This is an optimization exercise on Yosys and OpenROAD, whose aim is small area, a short achievable clock period and few clock cycles per item, not a production implementation. At most, simulation tests tie the RTL to the original design; equivalence was not proved. No functional check of the RTL was part of runs 3 and 4. Power and IR drop assume default switching activity.

===== flow/config.mk =====
export PLATFORM = sky130hd
export DESIGN_NAME = lwis_alu
export DESIGN_NICKNAME = lwis_alu
export VERILOG_FILES = /design/flow/design.v
export SDC_FILE = /design/flow/constraint.sdc
export NUM_CORES = 4
export LEC_CHECK = 0
export ABC_AREA = 1
export CAP_MARGIN = 30
export CORE_MARGIN = 2
export CORE_UTILIZATION = 40
export SETUP_SLACK_MARGIN = 5
export SLEW_MARGIN = 30

===== flow/constraint.sdc =====
create_clock -name core_clock -period 11.0 [get_ports {clk}]
set_input_delay 2.2000 -clock core_clock [delete_from_list [all_inputs] [get_ports {clk}]]
set_output_delay 2.2000 -clock core_clock [all_outputs]
set_load 0.01 [all_outputs]

===== flow/design.v =====
module lwis_alu (
    input  wire        clk,
    input  wire        rst,         
    input  wire        in_valid,
    output wire        in_ready,
    input  wire [3:0]  op,
    input  wire [1:0]  last_src,    
    input  wire [31:0] src0,
    input  wire [31:0] src1,
    input  wire [31:0] src2,
    input  wire [31:0] src3,
    output reg         out_valid,
    output reg  [31:0] result,
    output reg  [31:0] remainder,
    output reg         fault
);
    localparam [3:0] OP_DIV = 4'd0,
                     OP_MUL = 4'd1,
                     OP_ADD = 4'd2,
                     OP_SUB = 4'd3,
                     OP_AND = 4'd4,
                     OP_OR  = 4'd5,
                     OP_XOR = 4'd6,
                     OP_SHR = 4'd7,
                     OP_SHL = 4'd8,
                     OP_LT  = 4'd9,
                     OP_GT  = 4'd10,
                     OP_EQ  = 4'd11,
                     OP_GE  = 4'd12,
                     OP_LE  = 4'd13;
    function [31:0] rev32(input [31:0] x);
        integer i;
        for (i = 0; i < 32; i = i + 1) rev32[i] = x[31-i];
    endfunction
    function [4:0] topidx(input [31:0] x);
        reg [7:0] g;
        reg [3:0] nib;
        reg [2:0] gi;
        integer i;
        begin
            for (i = 0; i < 8; i = i + 1) g[i] = (x[4*i +: 4] != 4'd0);
            gi[2] = (g[7:4] != 4'd0);
            gi[1] = gi[2] ? (g[7:6] != 2'd0) : (g[3:2] != 2'd0);
            gi[0] = gi[2] ? (gi[1] ? g[7] : g[5]) : (gi[1] ? g[3] : g[1]);
            nib = x[4*gi +: 4];
            topidx = {gi, nib[3] | nib[2], nib[3] | (!nib[2] & nib[1])};
        end
    endfunction
    function pow2(input [31:0] x);
        reg [15:0] a1, m1;
        reg [7:0]  a2, m2;
        reg [3:0]  a3, m3;
        reg [1:0]  a4, m4;
        integer i;
        begin
            for (i = 0; i < 16; i = i + 1) begin
                a1[i] = x[2*i] | x[2*i+1];
                m1[i] = x[2*i] & x[2*i+1];
            end
            for (i = 0; i < 8; i = i + 1) begin
                a2[i] = a1[2*i] | a1[2*i+1];
                m2[i] = m1[2*i] | m1[2*i+1] | (a1[2*i] & a1[2*i+1]);
            end
            for (i = 0; i < 4; i = i + 1) begin
                a3[i] = a2[2*i] | a2[2*i+1];
                m3[i] = m2[2*i] | m2[2*i+1] | (a2[2*i] & a2[2*i+1]);
            end
            for (i = 0; i < 2; i = i + 1) begin
                a4[i] = a3[2*i] | a3[2*i+1];
                m4[i] = m3[2*i] | m3[2*i+1] | (a3[2*i] & a3[2*i+1]);
            end
            pow2 = !(m4[0] | m4[1] | (a4[0] & a4[1]));
        end
    endfunction
    function [11:0] benc(input [8:0] w);
        integer i;
        begin
            for (i = 0; i < 4; i = i + 1) begin
                benc[i]   = w[2*i+1] ^ w[2*i];
                benc[4+i] = (w[2*i+2] & ~w[2*i+1] & ~w[2*i]) |
                            (~w[2*i+2] & w[2*i+1] & w[2*i]);
                benc[8+i] = w[2*i+2];
            end
        end
    endfunction
    reg         rdy;        
    reg         busy;       
    reg         k_div, k_mul, k_add, k_sub, k_shr, k_shl;
    reg  [3:0]  opr;
    reg  [1:0]  more;       
    reg         fz;         
    reg         iter;       
    reg         first;      
    reg         mcpa;       
    reg  [4:0]  cnt;        
    reg  [4:0]  ka, kb;     
    reg         za;         
    reg         pb;         
    reg         qz;         
    reg         ms;         
    reg         dfix;       
    reg  [31:0] A, B, C, D;
    reg         a_inv;                   
    reg  [3:0]  bs_one, bs_two, bs_neg;  
    wire [32:0] xa   = {ms, A};
    wire [32:0] xb   = {a_inv, (a_inv ? ~B : B)};
    wire [33:0] ysum = {xa, 1'b1} + {xb, a_inv};
    wire [31:0] y    = ysum[32:1];
    wire        yneg = ysum[33];       
    wire        cy   = !yneg;
    reg  [31:0] row [0:3];
    always @(*) begin : booth
        integer i;
        reg [31:0] m;
        for (i = 0; i < 4; i = i + 1) begin
            m      = (bs_one[i] ? A : 32'd0) | (bs_two[i] ? {A[30:0], 1'b0} : 32'd0);
            row[i] = (m << (2*i)) ^ {32{bs_neg[i]}};
        end
    end
    wire [31:0] ps = iter ? result    : 32'd0;
    wire [31:0] pc = iter ? remainder : 32'd0;
    wire [31:0] l1s_a = ps ^ pc ^ row[0];
    wire [31:0] l1c_a = {((ps & pc) | (ps & row[0]) | (pc & row[0])), bs_neg[0]};
    wire [31:0] l1s_b = row[1] ^ row[2] ^ row[3];
    wire [31:0] l1c_b = {((row[1] & row[2]) | (row[1] & row[3]) | (row[2] & row[3])), bs_neg[1]};
    wire [31:0] l2s   = l1s_a ^ l1c_a ^ l1s_b;
    wire [31:0] l2c   = {((l1s_a & l1c_a) | (l1s_a & l1s_b) | (l1c_a & l1s_b)), bs_neg[2]};
    wire [31:0] csa_s = l2s ^ l2c ^ l1c_b;
    wire [31:0] csa_c = {((l2s & l2c) | (l2s & l1c_b) | (l2c & l1c_b)), bs_neg[3]};
    wire        mul_done = ((B[31:8] == 24'd0) && !B[7]) || (A[23:0] == 24'd0);
    wire [4:0]  salign  = ka - kb;
    wire        qzero   = qz;
    wire        d_align = k_div && !pb;
    wire [31:0] sh_in   = k_shl ? rev32(A) : d_align ? rev32(B) : A;
    wire [4:0]  sh_amt  = k_div ? (pb ? kb : salign) : B[4:0];
    wire [31:0] sh_out  = sh_in >> sh_amt;
    wire [31:0] sh_rev  = rev32(sh_out);
    wire        big_sh  = (B[31:5] != 27'd0);
    wire n2 = (more != 2'd0);
    wire n3 = (more == 2'd2);
    wire eq = (A == B);
    reg [31:0] misc;
    always @(*) begin
        case (opr)
            OP_AND:  misc = A & B & (n2 ? C : 32'hFFFFFFFF) & (n3 ? D : 32'hFFFFFFFF);
            OP_OR:   misc = A | B | (n2 ? C : 32'd0) | (n3 ? D : 32'd0);
            OP_XOR:  misc = A ^ B ^ (n2 ? C : 32'd0) ^ (n3 ? D : 32'd0);
            OP_LT:   misc = {31'd0, !cy};
            OP_GT:   misc = {31'd0, cy && !eq};
            OP_EQ:   misc = {31'd0, eq};
            OP_GE:   misc = {31'd0, cy};
            default: misc = {31'd0, !cy || eq};    
        endcase
    end
    reg [31:0] mask;    
    always @(*) begin : mk
        integer i;
        for (i = 0; i < 32; i = i + 1) mask[i] = (i < kb);
    end
    wire        div_done = iter ? (cnt == 5'd0) : (qzero || pb);
    wire [31:0] dq = iter ? {result[30:0], cy} : (qzero ? 32'd0 : sh_out);
    wire [31:0] dr = iter ? y : (qzero ? A : (A & mask));    
    reg  [4:0] ka_nx;
    reg        za_nx;
    always @(*) begin
        if (!iter) begin
            ka_nx = ka - kb;           
            za_nx = qzero;
        end else if (first) begin
            ka_nx = 5'd0;
            za_nx = !cy;
        end else begin
            ka_nx = ka;
            za_nx = za;
        end
    end
    wire [31:0] wb_in = in_ready ? src1 : C;
    wire [4:0]  kb_nx = topidx(wb_in);
    wire        pb_nx = pow2(wb_in);
    wire [4:0]  ka_in = topidx(src0);
    wire        za_in = (src0 == 32'd0);
    wire        qz_in = za_in || (ka_in < kb_nx);
    wire        qz_nx = (iter && first) ? (!cy || (kb_nx != 5'd0)) :
                        (za_nx || (ka_nx < kb_nx));
    wire dsd = busy && k_div && !iter && !fz && (more == 2'd0) && (qz || pb);
    assign in_ready = rdy || dsd;
    wire fin = busy && (k_div ? (fz || dfix || (!iter && div_done && more == 2'd0)) :
                        k_mul ? (mcpa && more == 2'd0) :
                        (k_add | k_sub) ? (more == 2'd0) : 1'b1);
    reg will_fin;
    always @(*) begin
        will_fin = 1'b0;
        if (k_div)
            will_fin = iter && div_done && (more == 2'd0);
        else if (k_mul)
            will_fin = !mcpa && mul_done && (more == 2'd0);
        else
            will_fin = (more == 2'd1);
    end
    wire chained = (op <= OP_XOR);
    wire [1:0] in_more = chained ? last_src - 2'd1 : 2'd0;
    wire in_zero = (src1 == 32'd0) ||
                   (last_src >= 2'd2 && src2 == 32'd0) ||
                   (last_src == 2'd3 && src3 == 32'd0);
    reg in_fin;
    always @(*) begin
        case (op)
            OP_DIV:  in_fin = in_zero;
            OP_MUL:  in_fin = 1'b0;
            OP_ADD,
            OP_SUB:  in_fin = (last_src == 2'd1);
            default: in_fin = 1'b1;
        endcase
    end
    wire [2:0] g0 = {src0[31:23] != 9'd0, src0[31:15] != 17'd0, src0[31:7] != 25'd0};
    wire [2:0] g1 = {src1[31:23] != 9'd0, src1[31:15] != 17'd0, src1[31:7] != 25'd0};
    wire swap = (op == OP_MUL) && ((g1 & ~g0) != 3'd0);
    wire [11:0] be_src0 = benc({src0[7:0], 1'b0});
    wire [11:0] be_src1 = benc({src1[7:0], 1'b0});
    wire [11:0] be_c    = benc({C[7:0], 1'b0});
    wire [11:0] be_b    = benc(B[15:7]);
    wire [11:0] be_nx   = in_ready ? (swap ? be_src0 : be_src1) :
                          mcpa ? be_c : be_b;
    wire accept = in_ready && in_valid;
    wire free   = fin || !busy;    
    always @(posedge clk) begin
        if (rst) begin
            busy      <= 1'b0;
            rdy       <= 1'b1;
            out_valid <= 1'b0;
        end else begin
            out_valid <= fin;
            if (free) begin
                busy <= accept;
                rdy  <= accept ? in_fin : 1'b1;
            end else begin
                rdy  <= will_fin;
            end
        end
    end
    reg [31:0] a_nx, b_nx, r_nx, m_nx;
    always @(*) begin
        a_nx = y;
        b_nx = C;
        r_nx = misc;
        m_nx = csa_c;
        if (k_mul) begin
            r_nx = mcpa ? y : csa_s;
            if (!mcpa) begin
                if (mul_done) begin
                    a_nx = csa_s;
                    b_nx = csa_c;
                end else begin
                    a_nx = {A[23:0], 8'd0};
                    b_nx = {8'd0, B[31:8]};
                end
            end
        end else if (k_div) begin
            a_nx = dq;
            r_nx = dq;
            m_nx = dr;
            if (dfix) begin
                r_nx = result;
                m_nx = ms ? y : remainder;
            end else if (!div_done) begin
                if (!iter) begin
                    a_nx = A;          
                    r_nx = 32'd0;
                    b_nx = sh_rev;
                end else begin
                    a_nx = y;
                    b_nx = {1'b0, B[31:1]};
                end
            end else if (iter && more == 2'd0) begin
                a_nx = y;
                b_nx = B;              
            end
        end else if (k_add || k_sub) begin
            r_nx = y;
        end else if (k_shr) begin
            r_nx = big_sh ? 32'd0 : sh_out;
        end else if (k_shl) begin
            r_nx = big_sh ? 32'd0 : sh_rev;
        end
        if (in_ready) begin
            a_nx = swap ? src1 : src0;
            b_nx = swap ? src0 : src1;
        end
    end
    always @(posedge clk) begin
        {bs_neg, bs_two, bs_one} <= be_nx;
        A         <= a_nx;
        B         <= b_nx;
        result    <= r_nx;
        remainder <= m_nx;
        if (fin)
            fault <= k_div && fz;
        if (busy) begin
            if (k_mul) begin
                if (!mcpa) begin
                    if (mul_done)
                        mcpa <= 1'b1;
                    else
                        iter <= 1'b1;
                end else begin
                    C      <= D;
                    more   <= more - 2'd1;
                    mcpa   <= 1'b0;
                    iter   <= 1'b0;
                end
            end else if (k_div) begin
                if (iter) begin
                    ms    <= yneg;
                    a_inv <= cy;
                end
                if (div_done && iter && more == 2'd0) begin
                    dfix      <= 1'b1;
                end else if (div_done) begin
                    C         <= D;
                    more      <= more - 2'd1;
                    iter      <= 1'b0;
                    ka        <= ka_nx;
                    za        <= za_nx;
                    kb        <= kb_nx;
                    pb        <= pb_nx;
                    qz        <= qz_nx;
                    ms        <= 1'b0;
                    a_inv     <= 1'b1;
                end else if (!iter) begin
                    cnt       <= salign;
                    iter      <= 1'b1;
                    first     <= 1'b1;
                    ms        <= 1'b0;
                end else begin
                    cnt       <= cnt - 5'd1;
                    first     <= 1'b0;
                    if (first) begin
                        ka    <= cy ? cnt : cnt - 5'd1;
                        za    <= 1'b0;
                    end
                end
            end else if (k_add || k_sub) begin
                C      <= D;
                more   <= more - 2'd1;
            end
        end
        if (in_ready) begin
            opr   <= op;
            k_div <= (op == OP_DIV);
            k_mul <= (op == OP_MUL);
            k_add <= (op == OP_ADD);
            k_sub <= (op == OP_SUB);
            k_shr <= (op == OP_SHR);
            k_shl <= (op == OP_SHL);
            a_inv <= (op == OP_DIV) || (op == OP_SUB) || (op >= OP_LT);
            more  <= in_more;
            fz    <= in_zero;
            iter  <= 1'b0;
            mcpa  <= 1'b0;
            dfix  <= 1'b0;
            ms    <= 1'b0;
            qz    <= qz_in;
            ka    <= ka_in;
            za    <= za_in;
            kb    <= kb_nx;
            pb    <= pb_nx;
            C     <= src2;
            D     <= src3;
        end
    end
endmodule

===== flow/run.sh =====
#!/bin/bash
# synth_recipe.tcl (not shown) runs the flow's synth.tcl, then flattens the netlist and writes it again
# the make line also repeats each setting of config.mk as NAME=value (left out here)
make -C /OpenROAD-flow-scripts/flow DESIGN_CONFIG=/design/flow/config.mk WORK_HOME=/design/flow/orfs CLKGATE_MAP_FILE= SYNTH_SCRIPT=/design/flow/synth_recipe.tcl finish

==> flow_summary.ini, run 1 <==
[sta]
setup_viol = 0
rsz0062_at_grt = no
hold_violations = 0
period_minus_slack_ns = 5.99
slew_headroom = 0.168
final-max-slew-violation-count = 0
tightest_slew_ns = 1.25
fin_crit_sh = 0.545
finalClockSkew_ns = 0.0579
fin_setup_tns_ns = 0
fmax_ghz = 0.167

[place]
gp_congestion = 1.14
dpl.hpwl_mm = 166
numPortBuffers = 203

[die]
die_w_um = 283
core_area_mm2 = 0.0771
rows = 102
initial_core_util = 0.403
dieArea_mm2 = 0.0798
die_h_um = 283
ios = 204

[route]
first_iter_violations = 7034
drcViolationCount = 0
ant_nets = 0
firstDrtPassIters = 9
vias = 38300
viasPerCell = 6.69
wl_mm = 215
wire_per_inst_um = 37.7

[clock_tree]
clk_pin_slew_ns = 0.07
cts_buffers = 35
cts_sinks = 245
clock_latency_ns = 0.62
cts.root.buffer_cell = clkbuf_16
cts_max_level = 2
cts_tree = yes
cts_max_path_buffers = 3
cts-hold-fix-buffers = 0

[pwr]
power.density_mw_per_mm2 = 230
switching_share = 0.571
internal-power_mw = 3.51
p_clk_frac = 0.150
switchingPower_mw = 4.68
p_leak_nw = 15.7
ir_drop_v = 0.000141
finalPower_mw = 8.20
pwr-share-seq = 0.197
pwr-share-comb = 0.653

[worst_setup_path]
cp_max_fo = 39
end_kind = flop
reg2reg_slack_ns = 5.01
worstSetupPathType = flop to flop
worstPathArrival_ns = 6.42
startpoint_type = flop
critPathLaunch = kb[0]$_DFFE_PP_
required_ns = 11.43
rr_startpoint = kb[0]$_DFFE_PP_

[worst_hold_path]
hp-class = flop to flop
hold_start = fz$_DFFE_PN_

[synth]
yosysMostFrequentCell = nand2_1
synth_cell_types = 64
synthTopCellsByCount = 1,035 x nand2_1, 549 x inv_1, 436 x o21ai_0, 306 x nor2_1, 247 x a21oi_1
synth_nets = 4923
yosysWarningCount = 2
syn-instance-count = 4544
synth.area.top_cells = edfxtp_1 22%, nand2_1 13%, fa_1 8.0%, o21ai_0 7.0%, inv_1 6.6%
synth_area_leader_cell = edfxtp_1
synth.avg_cell_area_um2 = 6.83
async_reset_ff_frac = 0
ys_seq_elements = 245
netlist_area_mm2 = 0.0310
synth_edf_count = 226
ys_seq_area_frac = 0.231
yosys_most_used_dff = edfxtp_1
yosysTopAreaCellShare = 0.219

[final_layout]
final_nets = 5018
area_growth_syn_to_layout_pct = 14.6
drive_above_1_share = 0.0660
fill_cells = 8166

[grt]
grt_start_max_net_pins = 111
grt_pass1_vias = 34600
grt_pass1_wl_mm = 288
grtUsageTotal = 0.529
antenna_found_initial = 24
grt_overflow = 0

[run]
cap_violations = 0

[status]
status = complete, no violations
[timing repair]
action / in CTS / in global routing
setup buffers: 0 / 0
gates resized for setup: 0 / 4
setup endpoints to repair: 0 / 1
[layout make-up]
type | count | area (um^2) | area share
multi-input combinational | 3448 | 20700 | 0.583
sequential | 245 | 7170 | 0.202
timing repair buffer | 315 | 2910 | 0.0819
inverter | 594 | 2230 | 0.0627
tap | 1040 | 1300 | 0.0366
clock buffer | 38 | 918 | 0.0258
clock inverter | 25 | 245 | 0.00690
antenna | 14 | 35.0 | 0.000985
[kinds of logic after synthesis]
group | share of synthesized area
simple gates | 0.240
compound gates | 0.233
buf+inv | 0.106
flops | 0.231
fa+ha+maj | 0.128
xor+xnor | 0.0626
mux | 0.000645
[final timing paths]
check,depth (start not counted),endpoint
setup / recovery,19,A[21]$_DFFE_PP_
hold reg to reg,2,fault$_DFFE_PP_
hold / removal,2,fault$_DFFE_PP_
setup reg to reg,19,A[21]$_DFFE_PP_
[routing by layer]
layer / GRT usage / up-vias / part of all wire
met2: 0.728 / 3531 / 0.39
met3: 0.233 / 1044 / 0.15
met5: 0.0189 / - / 0.0011
li1: - / 15700 / -
met1: 0.622 / 18000 / 0.35
met4: 0.457 / 16 / 0.11
[power by group through the flow]
stage | Sequential [mW] | Combinational, mW | Clock, mW
2_1_floorplan | 1.47 | 2.59 | 0
3_3_place_gp | 1.59 | 4.91 | 0
3_5_place_dp | 1.59 | 4.93 | 0
4_1_cts | 1.58 | 4.97 | 1.22
5_1_grt | 1.60 | 5.49 | 1.25
6_report | 1.62 | 5.35 | 1.23
[cell usage in the layout, fill, tap and decap left out, types with 11 or more instances in the layout]
cell             instances
nand2_1               1030
inv_1                  546
o21ai_0                434
nor2_1                 298
a21oi_1                246
edfxtp_1               226
nand3_1                214
clkdlybuf4s50_1        203
xor2_1                 186
o22ai_1                146
fa_1                   124
ha_1                   118
buf_4                  103
o211ai_1                91
a31oi_1                 56
nor4_1                  48
nor3_1                  40
o2111ai_1               38
nand4_1                 37
clkbuf_16               36
o21ai_1                 34
or2_2                   34
xnor2_1                 34
inv_2                   26
a22oi_1                 26
clkinv_1                24
nand2_2                 20
a211oi_1                19
dfxtp_1                 17
o31ai_1                 16
diode_2                 14
nor2_2                  14
a221oi_1                14
o311ai_0                11
o221ai_1                11
[metrics by stage]
step / instance area [um^2] / utilization / setup WS, ns / hold WS, ns / std cells
5_1_grt: 35500 / 0.461 / 5.04 / 0.591 / 5710
2_1_floorplan: 31000 / - / 5.52 / 0.483 / 4544
3_3_place_gp: 34200 / 0.444 / 4.61 / 0.537 / 5635
3_5_place_dp: 34300 / 0.445 / 4.67 / 0.536 / 5638
4_1_cts: 35400 / 0.460 / 5.23 / 0.559 / 5701
6_report: 35600 / 0.461 / 5.01 / 0.554 / 5719
[sequential cells by signal, indices dropped and copies added, names as in the netlist, 5 cells and up]
signal and count:
C 32, B 32, result 32, kb 5, A 32, D 32, remainder 32, cnt 5
ka 5
[critical path, cell delays in order, from the launching register on]
cell and delay [ns]:
edfxtp_1 0.84, ha_1 0.28, inv_1 0.06, fa_1 0.41
xor2_1 0.22, or2_2 0.31, a22oi_2 0.14, buf_4 0.41
inv_1 0.46, nand2_1 0.16, o21ai_0 0.11, nand2_1 0.10
nand2_1 0.08, nor2_1 0.38, nand2_1 0.43, o21ai_0 0.45
o21ai_0 0.24, a21oi_1 0.44, o21ai_0 0.18, nand2_1 0.10
Testbench counts, summed over its fixed seeds: cycles 27,347, items 12,000.
==> inputs of run 2 (changes only) <==
--- a/flow/design.v
+++ b/flow/design.v
@@ -100,10 +100,10 @@
     reg         ms;         
     reg         dfix;       
     reg  [31:0] A, B, C, D;
-    reg         a_inv;                   
+    reg         a_xam, a_xbr, a_inv;     
     reg  [3:0]  bs_one, bs_two, bs_neg;  
-    wire [32:0] xa   = {ms, A};
-    wire [32:0] xb   = {a_inv, (a_inv ? ~B : B)};
+    wire [32:0] xa   = a_xam ? {ms, remainder} : {1'b0, A};
+    wire [32:0] xb   = a_xbr ? {1'b0, result} : {a_inv, (a_inv ? ~B : B)};
     wire [33:0] ysum = {xa, 1'b1} + {xb, a_inv};
     wire [31:0] y    = ysum[32:1];
     wire        yneg = ysum[33];       
@@ -159,7 +159,7 @@
     end
     wire        div_done = iter ? (cnt == 5'd0) : (qzero || pb);
     wire [31:0] dq = iter ? {result[30:0], cy} : (qzero ? 32'd0 : sh_out);
-    wire [31:0] dr = iter ? y : (qzero ? A : (A & mask));    
+    wire [31:0] dr = iter ? y : (qzero ? A : (A & mask));
     reg  [4:0] ka_nx;
     reg        za_nx;
     always @(*) begin
@@ -247,13 +247,8 @@
         if (k_mul) begin
             r_nx = mcpa ? y : csa_s;
             if (!mcpa) begin
-                if (mul_done) begin
-                    a_nx = csa_s;
-                    b_nx = csa_c;
-                end else begin
-                    a_nx = {A[23:0], 8'd0};
-                    b_nx = {8'd0, B[31:8]};
-                end
+                a_nx = {A[23:0], 8'd0};
+                b_nx = {8'd0, B[31:8]};
             end
         end else if (k_div) begin
             a_nx = dq;
@@ -264,15 +259,13 @@
                 m_nx = ms ? y : remainder;
             end else if (!div_done) begin
                 if (!iter) begin
-                    a_nx = A;          
                     r_nx = 32'd0;
+                    m_nx = A;
                     b_nx = sh_rev;
                 end else begin
-                    a_nx = y;
                     b_nx = {1'b0, B[31:1]};
                 end
             end else if (iter && more == 2'd0) begin
-                a_nx = y;
                 b_nx = B;              
             end
         end else if (k_add || k_sub) begin
@@ -352,6 +345,8 @@
             k_sub <= (op == OP_SUB);
             k_shr <= (op == OP_SHR);
             k_shl <= (op == OP_SHL);
+            a_xam <= (op == OP_DIV) || (op == OP_MUL);
+            a_xbr <= (op == OP_MUL);
             a_inv <= (op == OP_DIV) || (op == OP_SUB) || (op >= OP_LT);
             more  <= in_more;
             fz    <= in_zero;
==> flow/flow/run.sh (new file) <==
#!/bin/bash
set -euo pipefail
bash standard.sh SETUP_SLACK_MARGIN=7.0 \
    "BUFFER_PORTS_ARGS=-buffer_cell sky130_fd_sc_hd__buf_4" \
    finish > standard.log 2>&1
==> flow/standard.sh (new file) <==
#!/bin/bash
# synth_recipe.tcl (not shown) runs the flow's synth.tcl, then flattens the netlist and writes it again
# the make line also repeats each setting of config.mk as NAME=value (left out here)
make -C /OpenROAD-flow-scripts/flow DESIGN_CONFIG=/design/flow/config.mk WORK_HOME=/design/flow/orfs CLKGATE_MAP_FILE= SYNTH_SCRIPT=/design/flow/synth_recipe.tcl "${@:-finish}"
--- a/flow/config.mk
+++ b/flow/config.mk
@@ -9,5 +9,4 @@
 export CAP_MARGIN = 30
 export CORE_MARGIN = 2
 export CORE_UTILIZATION = 40
-export SETUP_SLACK_MARGIN = 5
 export SLEW_MARGIN = 30
removed: flow/run.sh
==> flow_summary.ini, run 2 <==
[place]
dpl.hpwl_mm = 151
numPortBuffers = 203
place_area_mm2 = 0.0330
gp_congestion = 1.12

[worst_setup_path]
startpoint_type = primary input
cpMaxStageDelayCell = o21ai_1
cpMostUsedCell = nand2_1
cp_cell_sequence = buf_4 > nand2_1 > o21ai_1 > nor2_1 > nand2_1 > nand3_4 > nand2_8 > nand2_4 > buf_4 > buf_4 > nand2_1 > nand3_1 > nand3_1 > nand2_1 > nand2_1 > nand2_2 > nand2_1 > nand2_1 > nand2_1 > nand2_1 > nand2_1 > nand3_1
worstSetupPathType = primary input to flop
end_kind = flop
worstPathArrival_ns = 4.49
max_stage_delay_ns = 0.32
cp_max_fo = 6
required_ns = 11.33

[synth]
synth-compound-area-share = 0.226
yosysMostFrequentCell = nand2_1
ys_seq_area_frac = 0.226
synth_edf_count = 195
synth_area_leader_cell = edfxtp_1
synthTopCellsByCount = 1,061 x nand2_1, 571 x inv_1, 425 x o21ai_0, 287 x nor2_1, 258 x a21oi_1
synth_cell_types = 64
syn-instance-count = 4511
async_reset_ff_frac = 0
yosysWarningCount = 2
synth.area.top_cells = edfxtp_1 19%, nand2_1 13%, fa_1 8.2%, inv_1 7.0%, o21ai_0 7.0%
synth_xor_xnor_area_share = 0.0642
yosys_most_used_dff = edfxtp_1
netlist_area_mm2 = 0.0304
yosys.area_share.simple = 0.245
synth_mux_area_frac = 0.000658
ys_seq_elements = 246
synth.avg_cell_area_um2 = 6.75
synth_nets = 4888
synth_adder_area_share = 0.129
synth_top_family_by_area = simple AND/OR/NAND/NOR gates
yosysTopAreaCellShare = 0.192

[die]
die_h_um = 280
initial_core_util = 0.402
dieArea_mm2 = 0.0783
core_area_mm2 = 0.0757
die_w_um = 280
rows = 101
ios = 204

[grt]
grt_overflow = 0
grt_pass1_wl_mm = 276
grt_start_max_net_pins = 68
grtUsageTotal = 0.507
grt_pass1_vias = 34700
antenna_found_initial = 18

[clock_tree]
clock_latency_ns = 0.61
cts_sinks = 246
cts_max_path_buffers = 3
cts_max_level = 2
clk_pin_slew_ns = 0.07
cts.root.buffer_cell = clkbuf_16
cts_buffers = 35
cts_tree = yes

[pwr]
ir_drop_v = 0.000125
power.density_mw_per_mm2 = 215
p_leak_nw = 17.6

[route]
vias = 38100
wl_mm = 206
first_iter_violations = 6260
wire_per_inst_um = 35.4
firstDrtPassIters = 8
viasPerCell = 6.55
drcViolationCount = 0
ant_nets = 0

[sta]
period_minus_slack_ns = 4.16
slew_headroom = 0.295
setup_viol = 0
final-max-slew-violation-count = 0
fin_crit_sh = 0.378
hold_violations = 0
finalClockSkew_ns = 0.0391
rsz0062_at_grt = yes
fmax_ghz = 0.240
fin_setup_tns_ns = 0
tightest_slew_ns = 1.05

[final_layout]
fin_area_mm2 = 0.0389
drive_above_1_share = 0.224
final_nets = 5184
mostFrequentLayoutCells = 958 x nand2_1, 526 x inv_1, 455 x buf_4
area_growth_syn_to_layout_pct = 27.9
final_common_cell = nand2_1

[run]
cap_violations = 0

[worst_hold_path]
hp-class = flop to flop

[status]
status = complete, no violations
[run 2: path summary, 6_finish.rpt]
check / slack [ns] / start / depth (start not counted) / end
max: 6.84 / src1[7] / 22 / qz$_DFFE_PP_
min: 0.55 / fz$_DFFE_PN_ / 2 / fault$_DFFE_PP_
max reg2reg: 6.85 / kb[0]$_DFFE_PP_ / 19 / result[27]$_DFFE_PP_
min reg2reg: 0.55 / fz$_DFFE_PN_ / 2 / fault$_DFFE_PP_
[run 2: layout make-up]
| cell class | instances | area, um^2 |
|---|---|---|
| Fill cell | 7661 | 36800 |
| Multi-Input combinational cell | 3404 | 22600 |
| Sequential cell | 246 | 6920 |
| Timing Repair Buffer | 517 | 4580 |
| Inverter | 596 | 2380 |
| Tap cell | 978 | 1220 |
| Clock buffer | 50 | 1070 |
| Clock inverter | 14 | 136 |
| Timing Repair inverter | 7 | 46.3 |
| Antenna cell | 5 | 12.5 |
[run 2: worst max-delay path, delay by kind of cell]
family,cells,cell delay (ns)
AO/OA/AOI/OAI,1,0.32
buffers and inverters,3,0.37
AND/OR/NAND/NOR,18,1.62
[run 2: routing by layer]
layer  track usage  part of all wire
met5             0           0.00043
met4         0.393              0.10
met1         0.631              0.36
met2         0.714              0.40
met3         0.174              0.14
[run 2: through the flow]
stage | setup WS [ns] | std cells | hold slack [ns] | util | power, mW
2_1_floorplan | 6.57 | 4511 | 0.465 | - | 4.04
3_3_place_gp | 5.04 | 5513 | 0.544 | 0.435 | 6.04
3_5_place_dp | 5.07 | 5513 | 0.539 | 0.436 | 6.04
4_1_cts | 6.84 | 5710 | 0.553 | 0.482 | 7.64
5_1_grt | 6.69 | 5814 | 0.596 | 0.514 | 8.65
6_report | 6.84 | 5817 | 0.555 | 0.514 | 8.37
[run 2: cell families (layout without fill, tap and decap cells)]
logic type                 Yosys count  after routing
and+or+nand+nor                   1773           1781
AOI/OAI and AO/OA                 1158           1158
buffers and inverters              869           1184
DFF                                246            246
adders and majority gates          240            240
xor gates and xnor gates           223            223
muxes                                2              2
other                                0              5
[run 2: power breakdown]
part | leakage, nW | switching [mW] | internal, mW | total, mW
Combinational | 14.5 | 3.59 | 1.85 | 5.45
Sequential | 2.51 | 0.389 | 1.27 | 1.66
Clock | 0.590 | 0.536 | 0.726 | 1.26
[run 2: repair_timing]
item                       4_1_cts  5_1_grt
buffers inserted               113       94
gates cloned                    20        8
resized for setup              320      393
setup endpoints to repair      175      165
pin swaps                       53      130
hold buffers                     0        0
Testbench counts of run 2, summed over its fixed seeds: cycles 27,347, items 12,000.
==> inputs of run 3 (changes only) <==
--- a/flow/design.v
+++ b/flow/design.v
@@ -33,43 +33,21 @@
         for (i = 0; i < 32; i = i + 1) rev32[i] = x[31-i];
     endfunction
     function [4:0] topidx(input [31:0] x);
-        reg [7:0] g;
-        reg [3:0] nib;
-        reg [2:0] gi;
         integer i;
         begin
-            for (i = 0; i < 8; i = i + 1) g[i] = (x[4*i +: 4] != 4'd0);
-            gi[2] = (g[7:4] != 4'd0);
-            gi[1] = gi[2] ? (g[7:6] != 2'd0) : (g[3:2] != 2'd0);
-            gi[0] = gi[2] ? (gi[1] ? g[7] : g[5]) : (gi[1] ? g[3] : g[1]);
-            nib = x[4*gi +: 4];
-            topidx = {gi, nib[3] | nib[2], nib[3] | (!nib[2] & nib[1])};
+            topidx = 5'd0;
+            for (i = 1; i < 32; i = i + 1)
+                if (x[i]) topidx = i[4:0];
         end
     endfunction
     function pow2(input [31:0] x);
-        reg [15:0] a1, m1;
-        reg [7:0]  a2, m2;
-        reg [3:0]  a3, m3;
-        reg [1:0]  a4, m4;
+        reg [31:0] above;
         integer i;
         begin
-            for (i = 0; i < 16; i = i + 1) begin
-                a1[i] = x[2*i] | x[2*i+1];
-                m1[i] = x[2*i] & x[2*i+1];
-            end
-            for (i = 0; i < 8; i = i + 1) begin
-                a2[i] = a1[2*i] | a1[2*i+1];
-                m2[i] = m1[2*i] | m1[2*i+1] | (a1[2*i] & a1[2*i+1]);
-            end
-            for (i = 0; i < 4; i = i + 1) begin
-                a3[i] = a2[2*i] | a2[2*i+1];
-                m3[i] = m2[2*i] | m2[2*i+1] | (a2[2*i] & a2[2*i+1]);
-            end
-            for (i = 0; i < 2; i = i + 1) begin
-                a4[i] = a3[2*i] | a3[2*i+1];
-                m4[i] = m3[2*i] | m3[2*i+1] | (a3[2*i] & a3[2*i+1]);
-            end
-            pow2 = !(m4[0] | m4[1] | (a4[0] & a4[1]));
+            above[31] = 1'b0;
+            for (i = 30; i >= 0; i = i - 1)
+                above[i] = above[i+1] | x[i+1];
+            pow2 = ((x & above) == 32'd0);
         end
     endfunction
     function [11:0] benc(input [8:0] w);
==> flow/flow/run.sh (replaced) <==
#!/bin/bash
set -euo pipefail
bash standard.sh SETUP_SLACK_MARGIN=6.5 finish > standard.log 2>&1
==> flow_summary.ini, run 3 <==
[place]
gp_congestion = 1.12
numPortBuffers = 203
dp_cells = 5379
place_area_mm2 = 0.0332
dpl_worst_slack_ns = 5.32
dpl.hpwl_mm = 143

[worst_setup_path]
required_ns = 11.29
max_stage_delay_ns = 0.77
cpMaxStageDelayCell = o21ai_0
path_delay_family = compound AO/OA/AOI/OAI gates
worstSetupPathType = flop to flop
critPathLaunch = k_shl$_DFFE_PN_
cp_max_fo = 70
startpoint_type = flop
worstPathArrival_ns = 4.85
rr_startpoint = k_shl$_DFFE_PN_
end_kind = flop
path_buf_inv = 4
cp_cell_sequence = buf_6 > inv_4 > buf_12 > o21ai_0 > or2_1 > o21ai_0 > nand2_1 > o21ai_0 > nand2_1 > o21ai_0 > nand2_1 > nand2_1 > inv_2 > nor2_2 > nand2_4 > a221oi_1 > a221oi_1 > a21oi_1

[status]
status = complete, no violations

[final_layout]
fill_cells = 7552
final_common_cell = nand2_1
drive_above_1_share = 0.131
final_nets = 4948
fin_area_mm2 = 0.0367
fin_util = 0.492
mostFrequentLayoutCells = 865 x nand2_1, 546 x inv_1, 386 x o21ai_0
fin_cells = 5572
area_growth_syn_to_layout_pct = 21.6

[clock_tree]
cts_max_level = 2
clk_pin_slew_ns = 0.06
cts_max_path_buffers = 3
cts.root.buffer_cell = clkbuf_16
cts_tree = yes
cts_sinks = 246
clock_latency_ns = 0.59
cts_buffers = 35

[pwr]
ir_drop_v = 0.000108
finalPower_mw = 7.97
p_leak_nw = 16.0
switching_share = 0.536
power.density_mw_per_mm2 = 217
switchingPower_mw = 4.27
internal-power_mw = 3.70
pwr-share-comb = 0.640
pwr-share-seq = 0.206
p_clk_frac = 0.154

[sta]
hold_violations = 0
worst_slack_ns = 6.44
tightest_slew_ns = 1.05
finalClockSkew_ns = 0.0459
rsz0062_at_grt = yes
timing.hold.ws_ns = 0.546
fmax_ghz = 0.219
period_minus_slack_ns = 4.56
fin_setup_tns_ns = 0
final-max-slew-violation-count = 0
slew_headroom = 0.300
setup_viol = 0
fin_crit_sh = 0.414

[grt]
grt_pass1_wl_mm = 260
grtUsageTotal = 0.478
grt_overflow = 0
grt_pass1_vias = 32900
grt_start_max_net_pins = 88
antenna_found_initial = 20

[route]
viasPerCell = 6.48
vias = 36100
wire_per_inst_um = 34.5
drcViolationCount = 0
first_iter_violations = 5513
ant_nets = 0
firstDrtPassIters = 7
wl_mm = 192

[synth]
ys_seq_area_frac = 0.228
yosysWarningCount = 2
synth_nets = 4770
synth_edf_count = 195
synthTopCellsByCount = 895 x nand2_1, 584 x inv_1, 422 x o21ai_0, 311 x nor2_1, 292 x a21oi_1
yosysTopAreaCellShare = 0.194
async_reset_ff_frac = 0
synth_cell_types = 70
ys_seq_elements = 246
yosysMostFrequentCell = nand2_1
synth.area.top_cells = edfxtp_1 19%, nand2_1 11%, fa_1 8.3%, inv_1 7.3%, o21ai_0 7.0%
syn-instance-count = 4388
synth.avg_cell_area_um2 = 6.88
synth_area_leader_cell = edfxtp_1
yosys_most_used_dff = edfxtp_1
netlist_area_mm2 = 0.0302

[die]
dieArea_mm2 = 0.0777
core_area_mm2 = 0.0746
die_h_um = 279
die_w_um = 279
initial_core_util = 0.405
ios = 204
rows = 100

[worst_hold_path]
hold_start = ms$_SDFFE_PN0P_
hp-class = flop to flop

[run]
cap_violations = 0
run 3: cell types whose count changed after synthesis, moves of 15 or more:
cell,previous run,this run
xor2_1,162,145
o21ai_1,5,46
xnor2_1,61,79
o211ai_1,87,72
a21oi_1,258,292
nor2_1,287,311
clkbuf_1,215,235
nand3_1,229,108
nand2_1,1061,895
run 3: kinds of logic (layout without fill, tap and decap cells):
kind of cell / count (synthesis) / after routing / share of synthesized area
AO/OA/AOI/OAI: 1248 / 1248 / 0.248
XOR/XNOR: 224 / 224 / 0.0650
adder cells (fa/ha/maj): 245 / 245 / 0.133
buffers and inverters: 908 / 1110 / 0.115
flip-flops: 246 / 246 / 0.228
multiplexers: 8 / 8 / 0.00265
other: 0 / 10 / 0
AND/OR/NAND/NOR: 1509 / 1512 / 0.208
run 3: final cells by class:
| class | instances | area, um^2 | area share |
|---|---|---|---|
| sequential | 246 | 6880 | 0.187 |
| antenna | 10 | 25.0 | 0.000682 |
| inverter | 619 | 2410 | 0.0657 |
| tap | 969 | 1210 | 0.0330 |
| clock inverter | 18 | 239 | 0.00651 |
| timing repair inverter | 4 | 31.3 | 0.000852 |
| clock buffer | 46 | 957 | 0.0261 |
| timing repair buffer | 423 | 4000 | 0.109 |
| multi-input combinational | 3237 | 21000 | 0.571 |
run 3: path summary, 6_finish.rpt:
| kind | to | slack [ns] | cells after the start |
|---|---|---|---|
| worst max-delay path | B[12]$_DFFE_PP_ | 6.44 | 18 |
| worst min register to register | ms$_SDFFE_PN0P_ | 0.55 | 2 |
| worst max register to register | B[12]$_DFFE_PP_ | 6.44 | 18 |
| worst min-delay path | ms$_SDFFE_PN0P_ | 0.55 | 2 |
run 3: worst min-delay path: stages, from the launching register on:
cell	delay [ns]
dfxtp_1	0.31
inv_1	0.09
o22ai_1	0.09
run 3: what timing repair did:
action | 4_1_cts | 5_1_grt
cloned | 9 | 5
pin swaps | 16 | 60
setup buffers | 37 | 67
resized for setup | 183 | 219
setup endpoints to repair | 128 | 101
hold buffers | 0 | 0
run 3: power groups by stage:
| stage | combinational [mW] | clock (mW) | sequential, mW |
|---|---|---|---|
| 2_1_floorplan | 2.58 | 0 | 1.46 |
| 3_3_place_gp | 4.42 | 0 | 1.63 |
| 3_5_place_dp | 4.44 | 0 | 1.63 |
| 4_1_cts | 4.61 | 1.22 | 1.62 |
| 5_1_grt | 5.37 | 1.26 | 1.63 |
| 6_report | 5.10 | 1.23 | 1.64 |
run 3: layer usage:
layer  share of wire  track usage
met4           0.094        0.354
met3            0.13        0.149
met5         0.00040            0
met1            0.37        0.610
met2            0.40        0.675
==> inputs of run 4 (changes only) <==
==> flow/run.sh (new file) <==
#!/bin/bash
# synth_recipe.tcl (not shown) runs the flow's synth.tcl, then flattens the netlist and writes it again
# the make line also repeats each setting of config.mk as NAME=value (left out here)
make -C /OpenROAD-flow-scripts/flow DESIGN_CONFIG=/design/flow/config.mk WORK_HOME=/design/flow/orfs CLKGATE_MAP_FILE= SYNTH_SCRIPT=/design/flow/synth_recipe.tcl finish
--- a/flow/config.mk
+++ b/flow/config.mk
@@ -9,4 +9,5 @@
 export CAP_MARGIN = 30
 export CORE_MARGIN = 2
 export CORE_UTILIZATION = 40
+export SETUP_SLACK_MARGIN = 5
 export SLEW_MARGIN = 30
removed: flow/flow/run.sh
removed: flow/standard.sh
==> flow_summary.ini, run 4 <==
[sta]
slew_headroom = 0.204
tightest_slew_ns = 1.18
fmax_ghz = 0.175
rsz0062_at_grt = yes
fin_setup_tns_ns = 0
fin_crit_sh = 0.519
hold_violations = 0
final-max-slew-violation-count = 0
period_minus_slack_ns = 5.71
finalClockSkew_ns = 0.0544
setup_viol = 0

[die]
ios = 204
die_w_um = 279
die_h_um = 279
dieArea_mm2 = 0.0777
rows = 100
core_area_mm2 = 0.0746
initial_core_util = 0.405

[synth]
yosysWarningCount = 2
yosys_most_used_dff = edfxtp_1
synth_nets = 4770
yosysMostFrequentCell = nand2_1
synth_edf_count = 195
netlist_area_mm2 = 0.0302
async_reset_ff_frac = 0
synth_area_leader_cell = edfxtp_1
yosysTopAreaCellShare = 0.194
ys_seq_area_frac = 0.228
ys_seq_elements = 246
synthTopCellsByCount = 895 x nand2_1, 584 x inv_1, 422 x o21ai_0, 311 x nor2_1, 292 x a21oi_1
syn-instance-count = 4388
synth.avg_cell_area_um2 = 6.88
synth_cell_types = 70
synth.area.top_cells = edfxtp_1 19%, nand2_1 11%, fa_1 8.3%, inv_1 7.3%, o21ai_0 7.0%

[status]
status = complete, no violations

[final_layout]
final_nets = 4839
drive_above_1_share = 0.0596
seq_area_mm2 = 0.00688
multi_input_comb_area_mm2 = 0.0199
mostFrequentLayoutCells = 895 x nand2_1, 581 x inv_1, 420 x o21ai_0
final_common_cell = nand2_1
area_growth_syn_to_layout_pct = 13.9
fill_cells = 7918

[route]
wl_met3_mm = 24.0
vias = 35200
wl_met1_mm = 70.5
firstDrtPassIters = 8
ant_nets = 0
top_layer = met5
wl_met2_mm = 74.7
first_iter_violations = 5435
viasPerCell = 6.43
drcViolationCount = 0
wire_per_inst_um = 34.0
wl_mm = 186

[clock_tree]
cts_tree = yes
cts_buffers = 31
cts.root.buffer_cell = clkbuf_16
cts_sinks = 246
clk_pin_slew_ns = 0.07
cts_max_level = 1
clock_latency_ns = 0.65
cts_max_path_buffers = 3

[worst_hold_path]
hp-class = flop to flop

[pwr]
finalPower_mw = 7.47
power.density_mw_per_mm2 = 217
ir_drop_v = 0.000167
p_leak_nw = 15.1

[worst_setup_path]
cp_max_fo = 82
worstSetupPathType = flop to output port
worstPathArrival_ns = 3.51
required_ns = 8.80
end_kind = output port
startpoint_type = flop

[place]
gp_congestion = 1.15
dpl.hpwl_mm = 143
numPortBuffers = 203

[grt]
grt_pass1_vias = 32700
grtUsageTotal = 0.468
antenna_found_initial = 19
grt_overflow = 0
grt_start_max_net_pins = 91
grt_pass1_wl_mm = 255

[run]
cap_violations = 0
[run 4: critical path: stages (launching register included)]
cell and delay [ns]:
edfxtp_1 0.42, inv_1 0.11, ha_1 0.34, nand2_1 0.12, nor2_2 0.14, nand2_4 0.09
nand2_8 0.45, buf_6 0.56, clkdlybuf4s50_1 0.65
[run 4: metrics by stage]
step | hold WS, ns | util | worst slack [ns] | cells | area (um^2)
after floorplan | 0.473 | - | 5.22 | 4388 | 30200
after global placement | 0.516 | 0.446 | 5.36 | 5393 | 33300
after detailed placement | 0.520 | 0.447 | 5.36 | 5393 | 33300
after CTS | 0.529 | 0.460 | 5.12 | 5451 | 34300
after global routing | 0.546 | 0.461 | 4.99 | 5452 | 34400
final | 0.537 | 0.461 | 5.29 | 5468 | 34400
[run 4: cells by family (layout without fill, tap and decap cells)]
group                    after synthesis  after routing  share of synthesized area
adder cells (fa/ha/maj)              245            245                      0.133
AO/OA/AOI/OAI                       1248           1248                      0.248
XOR/XNOR                             224            224                     0.0650
other                                  0             17                          0
multiplexers                           8              8                    0.00265
buffers and inverters                908           1002                      0.115
AND/OR/NAND/NOR                     1509           1509                      0.208
flip-flops                           246            246                      0.228
[run 4: layout make-up]
type	count	area share
Clock inverter	19	0.00480
Multi-Input combinational cell	3234	0.580
Timing Repair Buffer	325	0.0859
Inverter	619	0.0676
Tap cell	969	0.0353
Clock buffer	39	0.0252
Antenna cell	17	0.00124
Sequential cell	246	0.200
[run 4: what timing repair did]
item,4_1_cts,5_1_grt
buffers inserted,0,0
gates resized for setup,0,2
hold buffers,0,0
endpoints found under the hold margin,0,0
setup endpoints to repair,0,10
[run 4: worst paths after layout]
check             cells after the start  slack, ns              start              endpoint
setup / recovery                      8       5.29  more[0]$_DFFE_PP_              in_ready
hold / removal                        2       0.54    ms$_SDFFE_PN0P_       ms$_SDFFE_PN0P_
setup reg to reg                     28       5.48    k_mul$_DFFE_PN_  result[29]$_DFFE_PP_
hold reg to reg                       2       0.54    ms$_SDFFE_PN0P_       ms$_SDFFE_PN0P_
[run 4: power by group]
| group | internal, mW | switching (mW) | leakage (nW) | total [mW] |
|---|---|---|---|---|
| combinational | 1.53 | 3.19 | 12.1 | 4.72 |
| clock | 0.606 | 0.494 | 0.493 | 1.10 |
| sequential | 1.27 | 0.374 | 2.51 | 1.64 |
| total | 3.41 | 4.05 | 15.1 | 7.47 |
[run 4: routing by layer]
metal / GRT usage / up-vias
met5: 0 / -
met4: 0.354 / 8
met3: 0.130 / 615
met2: 0.659 / 2831
met1: 0.605 / 16700
li1: - / 15000
==> inputs of run 5 (changes only) <==
--- a/flow/design.v
+++ b/flow/design.v
@@ -33,21 +33,43 @@
         for (i = 0; i < 32; i = i + 1) rev32[i] = x[31-i];
     endfunction
     function [4:0] topidx(input [31:0] x);
+        reg [7:0] g;
+        reg [3:0] nib;
+        reg [2:0] gi;
         integer i;
         begin
-            topidx = 5'd0;
-            for (i = 1; i < 32; i = i + 1)
-                if (x[i]) topidx = i[4:0];
+            for (i = 0; i < 8; i = i + 1) g[i] = (x[4*i +: 4] != 4'd0);
+            gi[2] = (g[7:4] != 4'd0);
+            gi[1] = gi[2] ? (g[7:6] != 2'd0) : (g[3:2] != 2'd0);
+            gi[0] = gi[2] ? (gi[1] ? g[7] : g[5]) : (gi[1] ? g[3] : g[1]);
+            nib = x[4*gi +: 4];
+            topidx = {gi, nib[3] | nib[2], nib[3] | (!nib[2] & nib[1])};
         end
     endfunction
     function pow2(input [31:0] x);
-        reg [31:0] above;
+        reg [15:0] a1, m1;
+        reg [7:0]  a2, m2;
+        reg [3:0]  a3, m3;
+        reg [1:0]  a4, m4;
         integer i;
         begin
-            above[31] = 1'b0;
-            for (i = 30; i >= 0; i = i - 1)
-                above[i] = above[i+1] | x[i+1];
-            pow2 = ((x & above) == 32'd0);
+            for (i = 0; i < 16; i = i + 1) begin
+                a1[i] = x[2*i] | x[2*i+1];
+                m1[i] = x[2*i] & x[2*i+1];
+            end
+            for (i = 0; i < 8; i = i + 1) begin
+                a2[i] = a1[2*i] | a1[2*i+1];
+                m2[i] = m1[2*i] | m1[2*i+1] | (a1[2*i] & a1[2*i+1]);
+            end
+            for (i = 0; i < 4; i = i + 1) begin
+                a3[i] = a2[2*i] | a2[2*i+1];
+                m3[i] = m2[2*i] | m2[2*i+1] | (a2[2*i] & a2[2*i+1]);
+            end
+            for (i = 0; i < 2; i = i + 1) begin
+                a4[i] = a3[2*i] | a3[2*i+1];
+                m4[i] = m3[2*i] | m3[2*i+1] | (a3[2*i] & a3[2*i+1]);
+            end
+            pow2 = !(m4[0] | m4[1] | (a4[0] & a4[1]));
         end
     endfunction
     function [11:0] benc(input [8:0] w);
@@ -70,6 +92,10 @@
     reg         iter;       
     reg         first;      
     reg         mcpa;       
+    reg         k_ms;       
+    reg         ms_b;       
+    reg         ms_k;       
+    reg         ms_z;       
     reg  [4:0]  cnt;        
     reg  [4:0]  ka, kb;     
     reg         za;         
@@ -109,11 +135,14 @@
     wire [4:0]  salign  = ka - kb;
     wire        qzero   = qz;
     wire        d_align = k_div && !pb;
-    wire [31:0] sh_in   = k_shl ? rev32(A) : d_align ? rev32(B) : A;
-    wire [4:0]  sh_amt  = k_div ? (pb ? kb : salign) : B[4:0];
+    wire [31:0] sh_in   = (k_shl || (k_ms && !ms_b)) ? rev32(A) :
+                          (d_align || (k_ms && ms_b)) ? rev32(B) : A;
+    wire [4:0]  sh_amt  = k_ms ? (ms_k ? kb : ka) :
+                          k_div ? (pb ? kb : salign) : B[4:0];
     wire [31:0] sh_out  = sh_in >> sh_amt;
     wire [31:0] sh_rev  = rev32(sh_out);
     wire        big_sh  = (B[31:5] != 27'd0);
+    wire [31:0] ms_val  = ms_z ? 32'd0 : sh_rev;      
     wire n2 = (more != 2'd0);
     wire n3 = (more == 2'd2);
     wire eq = (A == B);
@@ -137,7 +166,7 @@
     end
     wire        div_done = iter ? (cnt == 5'd0) : (qzero || pb);
     wire [31:0] dq = iter ? {result[30:0], cy} : (qzero ? 32'd0 : sh_out);
-    wire [31:0] dr = iter ? y : (qzero ? A : (A & mask));
+    wire [31:0] dr = iter ? y : (qzero ? (A & {32{more == 2'd0}}) : (A & mask));
     reg  [4:0] ka_nx;
     reg        za_nx;
     always @(*) begin
@@ -156,14 +185,16 @@
     wire [4:0]  kb_nx = topidx(wb_in);
     wire        pb_nx = pow2(wb_in);
     wire [4:0]  ka_in = topidx(src0);
+    wire        pa_in = pow2(src0);
+    wire        zb_nx = (wb_in == 32'd0);
     wire        za_in = (src0 == 32'd0);
     wire        qz_in = za_in || (ka_in < kb_nx);
     wire        qz_nx = (iter && first) ? (!cy || (kb_nx != 5'd0)) :
                         (za_nx || (ka_nx < kb_nx));
-    wire dsd = busy && k_div && !iter && !fz && (more == 2'd0) && (qz || pb);
+    wire dsd = busy && k_div && !iter && !fz && (qz || (pb && more == 2'd0));
     assign in_ready = rdy || dsd;
-    wire fin = busy && (k_div ? (fz || dfix || (!iter && div_done && more == 2'd0)) :
-                        k_mul ? (mcpa && more == 2'd0) :
+    wire fin = busy && (k_div ? (fz || dfix || (!iter && (qzero || (pb && more == 2'd0)))) :
+                        k_mul ? (((mcpa || k_ms) && more == 2'd0) || (k_ms && ms_z)) :
                         (k_add | k_sub) ? (more == 2'd0) : 1'b1);
     reg will_fin;
     always @(*) begin
@@ -171,7 +202,9 @@
         if (k_div)
             will_fin = iter && div_done && (more == 2'd0);
         else if (k_mul)
-            will_fin = !mcpa && mul_done && (more == 2'd0);
+            will_fin = (!mcpa && !k_ms && mul_done && (more == 2'd0)) ||
+                       ((mcpa || k_ms) && (more != 2'd0) &&
+                        (((more == 2'd1) && pb_nx) || zb_nx));
         else
             will_fin = (more == 2'd1);
     end
@@ -184,7 +217,8 @@
     always @(*) begin
         case (op)
             OP_DIV:  in_fin = in_zero;
-            OP_MUL:  in_fin = 1'b0;
+            OP_MUL:  in_fin = ((last_src == 2'd1) && (pa_in || pb_nx)) ||
+                              za_in || zb_nx;
             OP_ADD,
             OP_SUB:  in_fin = (last_src == 2'd1);
             default: in_fin = 1'b1;
@@ -198,7 +232,7 @@
     wire [11:0] be_c    = benc({C[7:0], 1'b0});
     wire [11:0] be_b    = benc(B[15:7]);
     wire [11:0] be_nx   = in_ready ? (swap ? be_src0 : be_src1) :
-                          mcpa ? be_c : be_b;
+                          (mcpa || k_ms) ? be_c : be_b;
     wire accept = in_ready && in_valid;
     wire free   = fin || !busy;    
     always @(posedge clk) begin
@@ -224,7 +258,10 @@
         m_nx = csa_c;
         if (k_mul) begin
             r_nx = mcpa ? y : csa_s;
-            if (!mcpa) begin
+            if (k_ms) begin
+                r_nx = ms_val;
+                a_nx = ms_val;
+            end else if (!mcpa) begin
                 a_nx = {A[23:0], 8'd0};
                 b_nx = {8'd0, B[31:8]};
             end
@@ -268,7 +305,7 @@
             fault <= k_div && fz;
         if (busy) begin
             if (k_mul) begin
-                if (!mcpa) begin
+                if (!mcpa && !k_ms) begin
                     if (mul_done)
                         mcpa <= 1'b1;
                     else
@@ -278,6 +315,11 @@
                     more   <= more - 2'd1;
                     mcpa   <= 1'b0;
                     iter   <= 1'b0;
+                    k_ms   <= pb_nx;
+                    ms_b   <= 1'b0;
+                    ms_k   <= 1'b1;
+                    ms_z   <= zb_nx;
+                    kb     <= kb_nx;
                 end
             end else if (k_div) begin
                 if (iter) begin
@@ -330,6 +372,10 @@
             fz    <= in_zero;
             iter  <= 1'b0;
             mcpa  <= 1'b0;
+            k_ms  <= (op == OP_MUL) && (pa_in || pb_nx);
+            ms_b  <= pb_nx ? swap : !swap;
+            ms_k  <= pb_nx;
+            ms_z  <= za_in || zb_nx;
             dfix  <= 1'b0;
             ms    <= 1'b0;
             qz    <= qz_in;
==> flow/flow/run.sh (new file) <==
#!/bin/bash
set -euo pipefail
bash standard.sh SETUP_SLACK_MARGIN=7.0 \
    "BUFFER_PORTS_ARGS=-buffer_cell sky130_fd_sc_hd__buf_2" \
    finish > standard.log 2>&1
==> flow/standard.sh (new file) <==
#!/bin/bash
# synth_recipe.tcl (not shown) runs the flow's synth.tcl, then flattens the netlist and writes it again
# the make line also repeats each setting of config.mk as NAME=value (left out here)
make -C /OpenROAD-flow-scripts/flow DESIGN_CONFIG=/design/flow/config.mk WORK_HOME=/design/flow/orfs CLKGATE_MAP_FILE= SYNTH_SCRIPT=/design/flow/synth_recipe.tcl "${@:-finish}"
--- a/flow/config.mk
+++ b/flow/config.mk
@@ -9,5 +9,4 @@
 export CAP_MARGIN = 30
 export CORE_MARGIN = 2
 export CORE_UTILIZATION = 40
-export SETUP_SLACK_MARGIN = 5
 export SLEW_MARGIN = 30
removed: flow/run.sh
==> flow_summary.ini, run 5 <==
[sta]
finalClockSkew_ns = 0.0285
fin_setup_tns_ns = 0
slew_headroom = 0.251
fin_crit_sh = 0.399
worst_slack_ns = 6.61
fmax_ghz = 0.228
period_minus_slack_ns = 4.39
tightest_slew_ns = 1.12
rsz0062_at_grt = yes
hold_violations = 0
setup_viol = 0
final-max-slew-violation-count = 0

[status]
status = complete, no violations

[synth]
netlist_area_mm2 = 0.0318
yosysMostFrequentCell = nand2_1
synth_nets = 5131
ys_seq_elements = 250
yosysTopAreaCellShare = 0.188
synth_edf_count = 199
synth_area_leader_cell = edfxtp_1
syn-instance-count = 4753
ys_seq_area_frac = 0.220
async_reset_ff_frac = 0
yosys_most_used_dff = edfxtp_1
synth.area.top_cells = edfxtp_1 19%, nand2_1 14%, fa_1 7.9%, inv_1 6.6%, o21ai_0 6.4%
synth_cell_types = 69
yosysWarningCount = 2
synthTopCellsByCount = 1,176 x nand2_1, 561 x inv_1, 405 x o21ai_0, 335 x nor2_1, 256 x a21oi_1
synth.avg_cell_area_um2 = 6.69

[route]
viasPerCell = 6.53
drcViolationCount = 0
ant_nets = 0
wl_mm = 209
wire_per_inst_um = 34.3
firstDrtPassIters = 7
vias = 39900
first_iter_violations = 6457

[final_layout]
mostFrequentLayoutCells = 1,099 x nand2_1, 505 x inv_1, 318 x o21ai_0
final_nets = 5397
final_common_cell = nand2_1
fin_cells = 6103
fin_util = 0.495
area_growth_syn_to_layout_pct = 22.9
fin_area_mm2 = 0.0391
drive_above_1_share = 0.203

[clock_tree]
cts.root.buffer_cell = clkbuf_16
cts_tree = yes
cts_max_level = 2
cts_sinks = 250
clock_latency_ns = 0.60
cts_max_path_buffers = 3
cts_buffers = 37
cts-hold-fix-buffers = 0
clk_pin_slew_ns = 0.06

[worst_setup_path]
r2r_end = kb[4]$_DFFE_PP_
max_stage_delay_ns = 0.37
worstSetupPathType = flop to output port
end_kind = output port
critPathLaunch = qz$_DFFE_PP_
worstRegToRegCells = 11
cpMostUsedCell = buf_6
required_ns = 8.80
cp_cell_sequence = buf_8 > inv_16 > nand2_4 > nand3_4 > nand2_8 > buf_6 > buf_12 > buf_6
worstPathArrival_ns = 2.19
rr_startpoint = qz$_DFFE_PP_
cpMaxStageDelayCell = edfxtp_1
reg2reg_slack_ns = 6.77
startpoint_type = flop
cp_max_fo = 30

[worst_hold_path]
hold_depth = 2
hp-class = flop to flop
hold_start = mcpa$_SDFFE_PN0P_
min_to = mcpa$_SDFFE_PN0P_

[pwr]
switchingPower_mw = 4.51
ir_drop_v = 0.000121
pwr-share-seq = 0.203
p_leak_nw = 17.5
switching_share = 0.550
power.density_mw_per_mm2 = 210
pwr-share-comb = 0.640
p_clk_frac = 0.157
internal-power_mw = 3.69

[die]
die_w_um = 286
rows = 103
core_area_mm2 = 0.0789
dieArea_mm2 = 0.0818
ios = 204
initial_core_util = 0.403
die_h_um = 286

[run]
cap_violations = 0

[place]
dp_cells = 5838
dpl.hpwl_mm = 158
gp_congestion = 1.14
dpl_worst_slack_ns = 4.97
numPortBuffers = 203
place_area_mm2 = 0.0340

[grt]
grt_start_max_net_pins = 74
antenna_found_initial = 16
grt_pass1_vias = 36500
grt_overflow = 0
grtUsageTotal = 0.494
grt_pass1_wl_mm = 284
[run 5: cell types whose count changed after synthesis, sizes merged, moves of 26 or more]
cell	before	now
o211ai	72	136
a21oi	292	256
o21ai	472	441
nand2	903	1201
nand3	109	248
a221oi	40	13
inv	603	577
[run 5: layout make-up]
type | instances | area [um^2]
Sequential cell | 250 | 7030
Antenna cell | 7 | 17.5
Clock buffer | 47 | 1010
Fill cell | 8204 | 39800
Multi-Input combinational cell | 3640 | 23400
Clock inverter | 19 | 228
Inverter | 594 | 2370
Tap cell | 1050 | 1310
Timing Repair Buffer | 492 | 3710
Timing Repair inverter | 4 | 26.3
[run 5: worst max path at each step]
stage / endpoint / slack, ns / depth (start not counted)
floorplan: qz$_DFFE_PP_ / 6.50 / 23
global placement: qz$_DFFE_PP_ / 5.01 / 29
detailed placement: qz$_DFFE_PP_ / 4.97 / 29
CTS: in_ready / 6.68 / 10
global route: qz$_DFFE_PP_ / 6.54 / 22
finish: in_ready / 6.61 / 8
[run 5: kinds of logic (layout without fill, tap and decap cells)]
kind of cell	after synthesis	in the layout	synth area share
compound gates	1201	1201	0.228
other cells	0	7	0
fa+ha+maj	241	241	0.124
xor+xnor	221	221	0.0609
buf+inv	871	1156	0.105
flops	250	250	0.220
mux	5	5	0.00157
simple gates	1964	1972	0.261
[run 5: power by group through the flow]
stage          Combinational, mW  Sequential, mW  Clock [mW]
4_1_cts                     4.74            1.63        1.28
2_1_floorplan               2.57            1.48           0
5_1_grt                     5.49            1.65        1.31
3_5_place_dp                4.47            1.65           0
6_report                    5.25            1.66        1.29
3_3_place_gp                4.49            1.66           0
[run 5: stage by stage]
step                      power, mW  hold WS (ns)
after floorplan                4.06         0.464
after global placement         6.15         0.579
after detailed placement       6.12         0.573
after CTS                      7.65         0.581
after global routing           8.45         0.617
final                          8.20         0.588
[run 5: repair_timing]
item / 4_1_cts / 5_1_grt
cloned: 12 / 8
buffers inserted: 87 / 84
resized for setup: 278 / 370
setup endpoints to repair: 245 / 161
pin swaps: 43 / 93
[run 5: routing by layer]
layer  share of wire  GRT usage
met4           0.096      0.374
met2            0.40      0.704
met1            0.36      0.619
met3            0.15      0.158
met5         0.00049    0.00349
[run 5: critical path, delay by kind of cell (launching register included)]
kind                   cells  cell delay [ns]
DFF                        1             0.37
and+or+nand+nor            3             0.37
buffers and inverters      5             0.72
Testbench counts of run 5, summed over its fixed seeds: cycles 25,139, items 12,000.
==> inputs of run 6 (changes only) <==
--- a/flow/design.v
+++ b/flow/design.v
@@ -188,11 +188,10 @@
     wire        pa_in = pow2(src0);
     wire        zb_nx = (wb_in == 32'd0);
     wire        za_in = (src0 == 32'd0);
-    wire        qz_in = za_in || (ka_in < kb_nx);
+    wire        qz_in = (src0 < src1);    
     wire        qz_nx = (iter && first) ? (!cy || (kb_nx != 5'd0)) :
                         (za_nx || (ka_nx < kb_nx));
-    wire dsd = busy && k_div && !iter && !fz && (qz || (pb && more == 2'd0));
-    assign in_ready = rdy || dsd;
+    assign in_ready = rdy;
     wire fin = busy && (k_div ? (fz || dfix || (!iter && (qzero || (pb && more == 2'd0)))) :
                         k_mul ? (((mcpa || k_ms) && more == 2'd0) || (k_ms && ms_z)) :
                         (k_add | k_sub) ? (more == 2'd0) : 1'b1);
@@ -200,7 +199,8 @@
     always @(*) begin
         will_fin = 1'b0;
         if (k_div)
-            will_fin = iter && div_done && (more == 2'd0);
+            will_fin = div_done && ((more == 2'd0) ? iter :
+                                    (qz_nx || (pb_nx && more == 2'd1)));
         else if (k_mul)
             will_fin = (!mcpa && !k_ms && mul_done && (more == 2'd0)) ||
                        ((mcpa || k_ms) && (more != 2'd0) &&
@@ -216,7 +216,7 @@
     reg in_fin;
     always @(*) begin
         case (op)
-            OP_DIV:  in_fin = in_zero;
+            OP_DIV:  in_fin = in_zero || qz_in || ((last_src == 2'd1) && pb_nx);
             OP_MUL:  in_fin = ((last_src == 2'd1) && (pa_in || pb_nx)) ||
                               za_in || zb_nx;
             OP_ADD,
==> flow_summary.ini, run 6 <==
[status]
status = complete, no violations

[worst_setup_path]
max_stage_delay_ns = 0.25
critPathLaunch = src1[28]
rr_startpoint = rdy$_SDFF_PP1_
cpMaxStageDelayCell = ha_4
cp_max_fo = 7
startpoint_type = primary input
crit_end = rdy$_SDFF_PP1_
cpMostUsedCell = nand2_1
path_buf_inv = 1
worstPathArrival_ns = 4.77
r2r_end = rdy$_SDFF_PP1_
cp.depth = 27
path_delay_family = simple AND/OR/NAND/NOR gates

[grt]
grt_start_max_net_pins = 71
grtUsageTotal = 0.499
antenna_found_initial = 17
grt_overflow = 0
grt_pass1_vias = 37000

[die]
core_area_mm2 = 0.0800
dieArea_mm2 = 0.0827
initial_core_util = 0.402
rows = 104
die_w_um = 288
die_h_um = 288

[sta]
timing.hold.ws_ns = 0.515
fin_crit_sh = 0.393
fin_setup_tns_ns = 0
worst_slack_ns = 6.68
final-max-slew-violation-count = 0
fmax_ghz = 0.232
finalClockSkew_ns = 0.0382
tightest_slew_ns = 1.08

[route]
drcViolationCount = 0
wire_per_inst_um = 34.8
viasPerCell = 6.53
first_iter_violations = 6261
vias = 40600

[final_layout]
drive_above_1_share = 0.193
fin_area_mm2 = 0.0394
final_nets = 5520
mostFrequentLayoutCells = 1,067 x nand2_1, 539 x inv_1, 430 x o21ai_0

[synth]
synth_top_family_by_area = simple AND/OR/NAND/NOR gates
yosysMostFrequentCell = nand2_1
yosys.area_share.simple = 0.248
synth.area.top_cells = edfxtp_1 19%, nand2_1 14%, o21ai_0 8.0%, fa_1 7.8%, inv_1 6.8%
ys_seq_area_frac = 0.217
syn-instance-count = 4841
synth_xor_xnor_area_share = 0.0582
synth_mux_area_frac = 0.000311
yosys_most_used_dff = edfxtp_1
synthTopCellsByCount = 1,166 x nand2_1, 579 x inv_1, 512 x o21ai_0, 325 x nor2_1, 322 x a21oi_1
yosysTopAreaCellShare = 0.186
async_reset_ff_frac = 0
synth_cell_types = 61
synth.avg_cell_area_um2 = 6.65

[run]
cap_violations = 0

[clock_tree]
cts.root.buffer_cell = clkbuf_16
cts_max_path_buffers = 3
cts-hold-fix-buffers = 0
cts_max_level = 2
cts_tree = yes
clock_latency_ns = 0.60
clk_pin_slew_ns = 0.06
cts_sinks = 250

[place]
place_area_mm2 = 0.0344
dpl_worst_slack_ns = 5.56
gp_congestion = 1.09

[pwr]
power.density_mw_per_mm2 = 195
finalPower_mw = 7.66
p_leak_nw = 17.9
run 6: cell count changes after synthesis, sizes merged, moves of 8 or more:
cell / before / now
clkbuf: 212 / 200
a21oi: 256 / 322
buf: 65 / 79
and2: 10 / 2
nand2: 1201 / 1180
xor2: 150 / 137
o211ai: 136 / 89
a31oi: 37 / 21
o21ai: 441 / 546
inv: 577 / 590
a32oi: 17 / 8
nand3: 248 / 211
ha: 116 / 144
o22ai: 141 / 157
run 6: worst min-delay path, cell delays in order, from the launching register on:
cell	delay [ns]
dfxtp_1	0.33
nand2_1	0.07
a21oi_1	0.07
run 6: what timing repair did:
action                                  in CTS  in global routing
pin swaps                                   57                 82
resized for setup                          280                289
endpoints found under the setup margin     145                112
buffers inserted                            90                 94
gates cloned                                13                  9
run 6: stage by stage:
stage / cells / util
2_1_floorplan: 4841 / -
3_3_place_gp: 5932 / 0.429
3_5_place_dp: 5932 / 0.430
4_1_cts: 6097 / 0.466
5_1_grt: 6202 / 0.492
6_report: 6214 / 0.492
run 6: kinds of logic after synthesis:
group | after synthesis
XOR/XNOR | 214
buffers and inverters | 887
adder cells (fa/ha/maj) | 269
flip-flops | 250
AND/OR/NAND/NOR | 1911
multiplexers | 1
AO/OA/AOI/OAI | 1309
run 6: how the worst min path moves through the flow:
stage / start / endpoint / cells after the start
floorplan: mcpa$_SDFFE_PP0P_ / mcpa$_SDFFE_PP0P_ / 2
global placement: mcpa$_SDFFE_PP0P_ / mcpa$_SDFFE_PP0P_ / 2
detailed placement: mcpa$_SDFFE_PP0P_ / mcpa$_SDFFE_PP0P_ / 2
CTS: mcpa$_SDFFE_PP0P_ / mcpa$_SDFFE_PP0P_ / 2
global route: mcpa$_SDFFE_PP0P_ / mcpa$_SDFFE_PP0P_ / 2
finish: mcpa$_SDFFE_PP0P_ / mcpa$_SDFFE_PP0P_ / 2
run 6: area by class of cell:
class                   instances  area, um^2  share of cell area
diodes                         14        35.0            0.000889
clock inverters                17         169             0.00429
inverters                     608        2400              0.0608
flip-flops and latches        250        7020               0.178
clock buffers                  45         965              0.0245
repair inverters                4        27.5            0.000699
multi-input cells            3709       23500               0.596
repair buffers                507        4000               0.102
well taps                    1060        1330              0.0337
run 6: power breakdown:
part	total, mW	internal, mW	switching [mW]	leakage, nW
Sequential	1.64	1.28	0.365	2.56
Combinational	4.84	1.58	3.26	14.8
Clock	1.18	0.655	0.528	0.555
Total	7.66	3.51	4.15	17.9
run 6: routing by layer:
layer	wire, um	global-route usage	part of all wire
met1	76900	0.601	0.36
met2	88900	0.729	0.41
met3	29500	0.171	0.14
met4	20700	0.382	0.096
met5	120	0	0.00056
Testbench counts of run 6, summed over its fixed seeds: cycles 25,099, items 12,000.

Setup slack of run 6, layout unchanged: 6.682 ns with ideal ports, 6.712 ns with driving cells assumed (clock clkbuf_16, inputs buf_2), 6.071 ns with port delays also shifted by the 0.653 ns mid clock arrival.
